Source: an optimization exercise on an open RTL-to-GDS flow (aim: small area, a short achievable clock period and few clock cycles). Production flows keep margins and buffers that such runs may drop. Where RTL was checked, it was by simulation tests only, not by an equivalence proof against the original.

==> inputs of trial 42 <==
==> flow/design.v (excerpt) <==
module cic_core (
    input  wire        clk,
    input  wire        rst,
    input  wire        start,
    input  wire        region_pal,
    input  wire        abort_req,
    input  wire [7:0]  seed,
    input  wire [47:0] checksum,    
    input  wire        pif_clk,
    input  wire        pif_din,
    output wire        drive_low,
    output wire        ready,
    output wire        busy,
    output wire        lockup,
    output reg  [1:0]  outcome
);
clock: 7.0 ns
lec_check: 0
abc_clock_period_in_ps: 2500
cap_margin: 20
core_margin: 2
core_utilization: 60
cts_cluster_diameter: 70
cts_cluster_size: 24
place_density: 0.7
setup_slack_margin: 4.5
slew_margin: 20
standard.sh (not shown) runs the stock make flow with config.mk's settings and CLKGATE_MAP_FILE= SYNTH_SCRIPT=/design/flow/synth_recipe.tcl, a recipe that flattens the netlist after the stock synthesis.
==> flow/flow/run.sh <==
#!/bin/bash
# The standard layout, with the port buffers made of buf_2 cells (which
# the resizer may size up) instead of the default delay-buffer cell.
set -euo pipefail
export BUFFER_PORTS_ARGS="-buffer_cell sky130_fd_sc_hd__buf_2"
bash standard.sh > standard_flow.log 2>&1
==> build 36: changes against trial 42 <==
--- a/flow/design.v
+++ b/flow/design.v
@@ -59,30 +59,30 @@
     reg          lock_r;
     reg          rdy;
     reg          drv;
     reg          rgn;
     reg  [1:0]   bc;        
     reg  [4:0]   nc;        
-    reg  [3:0]   rsh;       
     reg  [3:0]   m1, m2, m3, m4, m5, m6, m7, m8,
                  m9, m10, m11, m12, m13, m14, m15;    
     reg  [119:0] sm;        
     reg  [3:0]   vt;        
     reg          vcy;       
     reg  [1:0]   rnd;
     reg          act;       
     reg  [3:0]   cx;        
-    reg          vc, vd, ve, vf, vg;    
+    reg          vc, vd, ve, vf, vg, vh;    
     reg          fall_q;    
     reg          v2s2;      
     reg          sm_shift;  
     wire [3:0] r4  = sm[3:0];      
     wire [3:0] r3  = sm[7:4];      
     wire [3:0] r2  = sm[11:8];     
     wire [3:0] r1  = sm[15:12];    
     wire [3:0] qa3 = sm[23:20];    
+    wire [3:0] qa6 = sm[27:24];    
     wire [3:0] ptr = sm[31:28];    
     wire       qcc = sm[32];       
     wire [3:0] va  = sm[119:116];  
     wire fall, rise;
     cic_xfer u_xfer (
         .clk     (clk),
@@ -146,15 +146,15 @@
             4'd8:  ckx = checksum[35:32];
             4'd9:  ckx = checksum[39:36];
             4'd10: ckx = checksum[43:40];
             default: ckx = checksum[47:44];
         endcase
     end
-    wire [3:0] v2_a1 = va ^ {~rsh[0], 3'b000};
+    wire [3:0] v2_a1 = va ^ {~vt[0], 3'b000};
     wire [3:0] v2_a2 = v2_a1 + {~v2_a1[1], 2'b00};
-    wire [3:0] v2_t  = v2_a2 + rsh;
+    wire [3:0] v2_t  = v2_a2 + vt;
     function [4:0] v2_step2;
         input       cy;
         input [3:0] t;
         reg   [3:0] u;
         reg   [4:0] w;
         begin
@@ -180,24 +180,23 @@
     wire [3:0] a3  = cc ? n3 : m3;
     wire [3:0] n4  = qa3 + m4;
     wire [3:0] n5a = qa3 + m4 + m5;
     wire [3:0] n5b = {~m4[3], m4[2:0]} + (m4[3] ? 4'd0 : m5);
     wire [3:0] n5  = qcc ? n5b : n5a;
     wire [3:0] n6  = (qcc ? m5 : {~m5[3], m5[2:0]}) + ((~qcc & m5[3]) ? 4'd0 : m6) + {3'd0, qcc};
-    wire [3:0] n7a = m6 + m7 + 4'd1;
-    wire [3:0] n7b = m5 + m6 + m7 + 4'd2;     
-    wire [3:0] n7  = qcc ? n7b : n7a;
-    wire [3:0] n8  = m7  + m8  + 4'd1;
-    wire [3:0] n9  = n8  + m9  + 4'd1;
-    wire [3:0] n10 = m9  + m10 + 4'd1;
-    wire [3:0] n11 = n10 + m11 + 4'd1;
-    wire [3:0] n12 = m11 + m12 + 4'd1;
-    wire [3:0] n13 = n12 + m13 + 4'd1;
-    wire [3:0] n14 = m13 + m14 + 4'd1;
-    wire [3:0] n15 = n14 + m15 + 4'd1;
-    wire       rnd_end = vg & ~vf;            
+    wire [3:0] a6  = qcc ? n6 : m6;
+    wire [3:0] n7  = qa6 + m7  + 4'd1;
+    wire [3:0] n8  = n7  + m8  + 4'd1;
+    wire [3:0] n9  = m8  + m9  + 4'd1;
+    wire [3:0] n10 = n9  + m10 + 4'd1;
+    wire [3:0] n11 = m10 + m11 + 4'd1;
+    wire [3:0] n12 = n11 + m12 + 4'd1;
+    wire [3:0] n13 = m12 + m13 + 4'd1;
+    wire [3:0] n14 = n13 + m14 + 4'd1;
+    wire [3:0] n15 = m14 + m15 + 4'd1;
+    wire       rnd_end = vh & ~vg;            
     wire [3:0] ptr_next = rgn ? ptr - 4'd1 : ptr + 4'd1;
     wire       v2s1     = fall_q & (bc == 2'd3) & (seg == G_V2R);
     always @(posedge clk) begin
         v2s2 <= v2s1;
         sm_shift <= (fall & (bc == 2'd3) & (seg == G_V2T)) | v2s1;
         if (sm_shift) begin
@@ -220,31 +219,33 @@
                 sm[3:0]   <= r4 + 4'd1 + r3;
             end
             if (act) begin
                 sm[23:20] <= a3;
                 sm[32]    <= cc;
             end
+            if (vc)
+                sm[27:24] <= a6;
             if (rnd_end)
                 sm[31:28] <= (m7 == 4'd0) ? 4'd1 : m7;
             else if (rise && seg == G_CMPB && bc[0])
                 sm[31:28] <= ptr_next;
             if (seg == G_V2A)
                 sm[119:116] <= 4'd5;
         end
         if (v2s2)
             vcy <= v2_f[4];
         else if (seg == G_V2A)
             vcy <= 1'b1;
-        if (v2s1)
-            vt <= v2_t;
-        else if (seg == G_SEED)
+        if (seg == G_SEED)
             vt <= 4'd15;
         else if (seg == G_CK)
             vt <= ckx;
-        if (fall)
-            rsh <= {rsh[2:0], pif_din};
+        else if (fall)
+            vt <= {vt[2:0], pif_din};
+        else if (v2s1)
+            vt <= v2_t;
         fall_q <= fall;
         if (seg == G_INIT && !nc[0]) begin
             m1  <= rgn ? TABLE_PAL[4*17 +: 4] : TABLE_NTSC[4*17 +: 4];
             m2  <= rgn ? TABLE_PAL[4*18 +: 4] : TABLE_NTSC[4*18 +: 4];
             m3  <= rgn ? TABLE_PAL[4*19 +: 4] : TABLE_NTSC[4*19 +: 4];
             m4  <= rgn ? TABLE_PAL[4*20 +: 4] : TABLE_NTSC[4*20 +: 4];
@@ -257,20 +258,21 @@
             m11 <= rgn ? TABLE_PAL[4*27 +: 4] : TABLE_NTSC[4*27 +: 4];
             m12 <= rgn ? TABLE_PAL[4*28 +: 4] : TABLE_NTSC[4*28 +: 4];
             m13 <= rgn ? TABLE_PAL[4*29 +: 4] : TABLE_NTSC[4*29 +: 4];
             m14 <= rgn ? TABLE_PAL[4*30 +: 4] : TABLE_NTSC[4*30 +: 4];
             m15 <= rgn ? TABLE_PAL[4*31 +: 4] : TABLE_NTSC[4*31 +: 4];
         end else if (fall_q && seg == G_INIT && nc[0] && bc == 2'd3) begin
-            m1 <= rsh;                           
+            m1 <= vt;                            
         end else if (seg == G_CMPC) begin
             if (act) begin m1  <= n1;  m2  <= n2;  m3  <= n3;  end
-            if (vc)  begin m4  <= n4;  m5  <= n5;  m6  <= n6;  m7 <= n7; end
-            if (vd)  begin m8  <= n8;  m9  <= n9;  end
-            if (ve)  begin m10 <= n10; m11 <= n11; end
-            if (vf)  begin m12 <= n12; m13 <= n13; end
-            if (vg)  begin m14 <= n14; m15 <= n15; end
+            if (vc)  begin m4  <= n4;  m5  <= n5;  m6  <= n6;  end
+            if (vd)  begin m7  <= n7;  m8  <= n8;  end
+            if (ve)  begin m9  <= n9;  m10 <= n10; end
+            if (vf)  begin m11 <= n11; m12 <= n12; end
+            if (vg)  begin m13 <= n13; m14 <= n14; end
+            if (vh)  m15 <= n15;
         end
         if (act)
             cx <= cx - 4'd1;
         else if (rnd_end)
             cx <= n15;                           
         else if (seg != G_CMPC)
@@ -287,21 +289,23 @@
             act     <= 1'b0;
             vc      <= 1'b0;
             vd      <= 1'b0;
             ve      <= 1'b0;
             vf      <= 1'b0;
             vg      <= 1'b0;
+            vh      <= 1'b0;
         end else begin
             if (seg == G_CMPC) begin
                 if (act)
                     act <= (cx != 4'd0);
                 vc <= act;
                 vd <= vc;
                 ve <= vd;
                 vf <= ve;
                 vg <= vf;
+                vh <= vg;
                 if (rnd_end) begin
                     rnd <= rnd + 2'd1;
                     if (rnd == 2'd2) begin
                         seg <= G_CMPB;
                         bc  <= 2'd0;
                         rdy <= 1'b1;
@@ -358,13 +362,13 @@
                             end
                         end
                     end
                     G_CMD: if (bc[0]) begin
                         bc <= 2'd0;
                         nc <= 5'd0;
-                        case (rsh[1:0])
+                        case (vt[1:0])
                             2'b00: begin
                                 seg    <= G_CMPC;
                                 rdy    <= 1'b0;
                                 rnd    <= 2'd0;
                                 act    <= 1'b1;
                             end
==> flow/config.mk (replaced) <==
export PLATFORM = sky130hd
export DESIGN_NAME = cic_core
export DESIGN_NICKNAME = cic_core
export VERILOG_FILES = /design/flow/design.v
export SDC_FILE = /design/flow/constraint.sdc
export NUM_CORES = 4
export LEC_CHECK = 0
export ABC_CLOCK_PERIOD_IN_PS = 2500
export CAP_MARGIN = 20
export CORE_MARGIN = 2
export CORE_UTILIZATION = 50
export CTS_CLUSTER_DIAMETER = 70
export CTS_CLUSTER_SIZE = 24
export PLACE_DENSITY = 0.6
export SETUP_SLACK_MARGIN = 4.35
export SLEW_MARGIN = 20
==> build 76: changes against trial 42 <==
--- a/flow/design.v
+++ b/flow/design.v
@@ -68,21 +68,23 @@
     reg  [119:0] sm;        
     reg  [3:0]   vt;        
     reg          vcy;       
     reg  [1:0]   rnd;
     reg          act;       
     reg  [3:0]   cx;        
-    reg          vc, vd, ve, vf, vg;    
+    reg          vb, vc, vd, ve, vf, vg, vh;    
     reg          fall_q;    
     reg          v2s2;      
     reg          sm_shift;  
     wire [3:0] r4  = sm[3:0];      
     wire [3:0] r3  = sm[7:4];      
     wire [3:0] r2  = sm[11:8];     
     wire [3:0] r1  = sm[15:12];    
+    wire [3:0] qa2 = sm[19:16];    
     wire [3:0] qa3 = sm[23:20];    
+    wire [3:0] qa6 = sm[27:24];    
     wire [3:0] ptr = sm[31:28];    
     wire       qcc = sm[32];       
     wire [3:0] va  = sm[119:116];  
     wire fall, rise;
     cic_xfer u_xfer (
         .clk     (clk),
@@ -149,55 +151,37 @@
             default: ckx = checksum[47:44];
         endcase
     end
     wire [3:0] v2_a1 = va ^ {~rsh[0], 3'b000};
     wire [3:0] v2_a2 = v2_a1 + {~v2_a1[1], 2'b00};
     wire [3:0] v2_t  = v2_a2 + rsh;
-    function [4:0] v2_step2;
-        input       cy;
-        input [3:0] t;
-        reg   [3:0] u;
-        reg   [4:0] w;
-        begin
-            u = (cy ? t : t + 4'd7) + t;
-            w = {1'b0, u} + {1'b0, t} + {4'd0, cy};
-            v2_step2 = {w[4], ~w[3:0]};
-        end
-    endfunction
-    wire [4:0] v2_tab [0:31];
-    genvar gi;
-    generate
-        for (gi = 0; gi < 32; gi = gi + 1) begin : g_v2
-            assign v2_tab[gi] = v2_step2(gi / 16, gi % 16);
-        end
-    endgenerate
-    wire [4:0] v2_f   = v2_tab[{vcy, vt}];
-    wire [3:0] v2_out = v2_f[3:0];
+    wire [3:0] v2_u  = (vcy ? vt : vt + 4'd7) + vt;
+    wire [4:0] v2_w  = {1'b0, v2_u} + {1'b0, vt} + {4'd0, vcy};
+    wire [3:0] v2_out = ~v2_w[3:0];
     wire [3:0] n1  = cx + m1 + 4'd1;
     wire [3:0] n2  = ~(n1 + m2 + 4'd1);
-    wire [4:0] s23 = {1'b0, m2} + {1'b0, m3} + 5'd1;
+    wire [4:0] s23 = {1'b0, qa2} + {1'b0, m3} + 5'd1;
     wire       cc  = s23[4];
-    wire [3:0] n3  = cc ? (m2 + {m3[2:0], 1'b1}) : s23[3:0];
+    wire [3:0] n3  = cc ? (qa2 + {m3[2:0], 1'b1}) : s23[3:0];
     wire [3:0] a3  = cc ? n3 : m3;
     wire [3:0] n4  = qa3 + m4;
     wire [3:0] n5a = qa3 + m4 + m5;
     wire [3:0] n5b = {~m4[3], m4[2:0]} + (m4[3] ? 4'd0 : m5);
     wire [3:0] n5  = qcc ? n5b : n5a;
     wire [3:0] n6  = (qcc ? m5 : {~m5[3], m5[2:0]}) + ((~qcc & m5[3]) ? 4'd0 : m6) + {3'd0, qcc};
-    wire [3:0] n7a = m6 + m7 + 4'd1;
-    wire [3:0] n7b = m5 + m6 + m7 + 4'd2;     
-    wire [3:0] n7  = qcc ? n7b : n7a;
-    wire [3:0] n8  = m7  + m8  + 4'd1;
-    wire [3:0] n9  = n8  + m9  + 4'd1;
-    wire [3:0] n10 = m9  + m10 + 4'd1;
-    wire [3:0] n11 = n10 + m11 + 4'd1;
-    wire [3:0] n12 = m11 + m12 + 4'd1;
-    wire [3:0] n13 = n12 + m13 + 4'd1;
-    wire [3:0] n14 = m13 + m14 + 4'd1;
-    wire [3:0] n15 = n14 + m15 + 4'd1;
-    wire       rnd_end = vg & ~vf;            
+    wire [3:0] a6  = qcc ? n6 : m6;
+    wire [3:0] n7  = qa6 + m7  + 4'd1;
+    wire [3:0] n8  = n7  + m8  + 4'd1;
+    wire [3:0] n9  = m8  + m9  + 4'd1;
+    wire [3:0] n10 = n9  + m10 + 4'd1;
+    wire [3:0] n11 = m10 + m11 + 4'd1;
+    wire [3:0] n12 = n11 + m12 + 4'd1;
+    wire [3:0] n13 = m12 + m13 + 4'd1;
+    wire [3:0] n14 = n13 + m14 + 4'd1;
+    wire [3:0] n15 = m14 + m15 + 4'd1;
+    wire       rnd_end = vh & ~vg;            
     wire [3:0] ptr_next = rgn ? ptr - 4'd1 : ptr + 4'd1;
     wire       v2s1     = fall_q & (bc == 2'd3) & (seg == G_V2R);
     always @(posedge clk) begin
         v2s2 <= v2s1;
         sm_shift <= (fall & (bc == 2'd3) & (seg == G_V2T)) | v2s1;
         if (sm_shift) begin
@@ -216,25 +200,29 @@
             end else if (fall_q && bc == 2'd3 && (seg == G_SEED || seg == G_CK)) begin
                 sm[15:12] <= r1 + 4'd1 + vt;
                 sm[11:8]  <= r2 + 4'd1 + r1;
                 sm[7:4]   <= r3 + 4'd1 + r2;
                 sm[3:0]   <= r4 + 4'd1 + r3;
             end
-            if (act) begin
+            if (act)
+                sm[19:16] <= m2;
+            if (vb) begin
                 sm[23:20] <= a3;
                 sm[32]    <= cc;
             end
+            if (vc)
+                sm[27:24] <= a6;
             if (rnd_end)
                 sm[31:28] <= (m7 == 4'd0) ? 4'd1 : m7;
             else if (rise && seg == G_CMPB && bc[0])
                 sm[31:28] <= ptr_next;
             if (seg == G_V2A)
                 sm[119:116] <= 4'd5;
         end
         if (v2s2)
-            vcy <= v2_f[4];
+            vcy <= v2_w[4];
         else if (seg == G_V2A)
             vcy <= 1'b1;
         if (v2s1)
             vt <= v2_t;
         else if (seg == G_SEED)
             vt <= 4'd15;
@@ -259,18 +247,20 @@
             m13 <= rgn ? TABLE_PAL[4*29 +: 4] : TABLE_NTSC[4*29 +: 4];
             m14 <= rgn ? TABLE_PAL[4*30 +: 4] : TABLE_NTSC[4*30 +: 4];
             m15 <= rgn ? TABLE_PAL[4*31 +: 4] : TABLE_NTSC[4*31 +: 4];
         end else if (fall_q && seg == G_INIT && nc[0] && bc == 2'd3) begin
             m1 <= rsh;                           
         end else if (seg == G_CMPC) begin
-            if (act) begin m1  <= n1;  m2  <= n2;  m3  <= n3;  end
-            if (vc)  begin m4  <= n4;  m5  <= n5;  m6  <= n6;  m7 <= n7; end
-            if (vd)  begin m8  <= n8;  m9  <= n9;  end
-            if (ve)  begin m10 <= n10; m11 <= n11; end
-            if (vf)  begin m12 <= n12; m13 <= n13; end
-            if (vg)  begin m14 <= n14; m15 <= n15; end
+            if (act) begin m1  <= n1;  m2  <= n2;  end
+            if (vb)  m3 <= n3;
+            if (vc)  begin m4  <= n4;  m5  <= n5;  m6  <= n6;  end
+            if (vd)  begin m7  <= n7;  m8  <= n8;  end
+            if (ve)  begin m9  <= n9;  m10 <= n10; end
+            if (vf)  begin m11 <= n11; m12 <= n12; end
+            if (vg)  begin m13 <= n13; m14 <= n14; end
+            if (vh)  m15 <= n15;
         end
         if (act)
             cx <= cx - 4'd1;
         else if (rnd_end)
             cx <= n15;                           
         else if (seg != G_CMPC)
@@ -282,26 +272,30 @@
             busy_r  <= 1'b0;
             lock_r  <= 1'b0;
             rdy     <= 1'b0;
             drv     <= 1'b0;
             outcome <= OUT_NONE;
             act     <= 1'b0;
+            vb      <= 1'b0;
             vc      <= 1'b0;
             vd      <= 1'b0;
             ve      <= 1'b0;
             vf      <= 1'b0;
             vg      <= 1'b0;
+            vh      <= 1'b0;
         end else begin
             if (seg == G_CMPC) begin
                 if (act)
                     act <= (cx != 4'd0);
-                vc <= act;
+                vb <= act;
+                vc <= vb;
                 vd <= vc;
                 ve <= vd;
                 vf <= ve;
                 vg <= vf;
+                vh <= vg;
                 if (rnd_end) begin
                     rnd <= rnd + 2'd1;
                     if (rnd == 2'd2) begin
                         seg <= G_CMPB;
                         bc  <= 2'd0;
                         rdy <= 1'b1;
==> flow/config.mk (replaced) <==
export PLATFORM = sky130hd
export DESIGN_NAME = cic_core
export DESIGN_NICKNAME = cic_core
export VERILOG_FILES = /design/flow/design.v
export SDC_FILE = /design/flow/constraint.sdc
export NUM_CORES = 4
export LEC_CHECK = 0
export ABC_CLOCK_PERIOD_IN_PS = 2500
export CAP_MARGIN = 20
export CORE_MARGIN = 2
export CORE_UTILIZATION = 50
export CTS_CLUSTER_DIAMETER = 60
export CTS_CLUSTER_SIZE = 20
export PLACE_DENSITY = 0.6
export SETUP_SLACK_MARGIN = 4.5
export SLEW_MARGIN = 20
==> results.ini <==
[outcome]
status=finished clean

[worst_setup_path]
crit_type=flop to primary output
end_kind=primary output

[floorplanning]
tapCellCount=330

[power]
p_int_uw=2211
combPwrFrac_pct=7.8

[placement]
gp_congestion=0.8621

[logic_synthesis]
synth-seq-cells=225

[cells_and_area]
finalNetCount=1452
clk_share_pct=5.130

[end of results for build 76]
==> results.ini <==
[grt]
grt_max_degree=77

[hold_path]
hold_class=flop to flop

[routing]
drt-met1-wl_mm=13.62

[outcome]
status=finished clean

[placement]
gp_congestion=0.9077

[worst_setup_path]
end_kind=flop
regToRegEndpoint=bc[1]$_DFFE_PN_
crit_type=flop to flop
crit_buf_inv=0
cpMaxStageDelayCell=edfxtp_1

[power]
combPwrFrac_pct=12.4
p_int_uw=2072

[logic_synthesis]
synth-seq-cells=220

[clocking]
cts_buffer_depth=3
cts.root.buffer_cell=clkbuf_16
clkTransAtPathRegs_ps=80

[timing]
drv_slew=0

[cells_and_area]
clk_share_pct=3.629
largest_class=sequential cells
finalNetCount=1381

[end of results for build 36]
==> results.ini <==
[hold_path]
min_to=sm[38]$_DFFE_PP_

[cells_and_area]
clk_share_pct=3.144
finalNetCount=1428

[floorplanning]
tapCellCount=275

[worst_setup_path]
critPathArrivalTime_ps=2840
cp.depth=9
end_kind=flop

[placement]
gp_congestion=0.8926
place_area_um2=13420

[routing]
drt-met1-wl_mm=13.59

[logic_synthesis]
syn-cell-area_um2=12900
synth-seq-cells=223
synthTopCellsByCount=187 x edfxtp_1, 94 x inv_1, 93 x nand2_1

[power]
p_per_area_nw_per_um2=178.6
ir_worst_vdd_uv=187.2
combPwrFrac_pct=8.9
p_int_uw=1962

[outcome]
status=finished clean

[end of results for trial 42]
Testbench counts of build 36, summed over its fixed seeds: cycles 47,175.
Testbench counts of build 76, summed over its fixed seeds: cycles 47,364.
Function not checked in trial 42: the RTL went through the layout flow alone.

separate check: timing with driven ports:
The flow's constraints put no driver on any port. The routed layouts listed below were extracted and timed again, unchanged, in two steps. Step 1: set_driving_cell puts a clkbuf_16 on clk and a buf_2 on each other input, an assumption about the parent block. Step 2 also shifts input and output timing later by t, the mid clock arrival at the registers, as if the neighbouring blocks saw the same clock. a / b / c = ideal ports / drivers / drivers and shift; a / b = the first two.
| run | t, ns | slack for setup (ns) | hold WS [ns] | clock arrival spread, ns | slew at the worst register clock pin (ns) |
|---|---|---|---|---|---|
| trial 42 | 0.526 | 4.401 / 4.401 / 4.079 | 0.425 / 0.425 / 0.425 | 0.016 / 0.017 | 0.09 / 0.09 |
| build 36 | 0.534 | 4.401 / 4.401 / 3.926 | 0.425 / 0.425 / 0.425 | 0.019 / 0.020 | 0.09 / 0.09 |
| build 76 | 0.562 | 4.556 / 4.511 / 4.113 | 0.417 / 0.417 / 0.417 | 0.018 / 0.017 | 0.08 / 0.08 |
After both steps setup and hold are still met in every run listed. For build 36, which loses most, drivers alone change the setup slack by 0.000 ns; drivers and shift together by -0.475 ns.
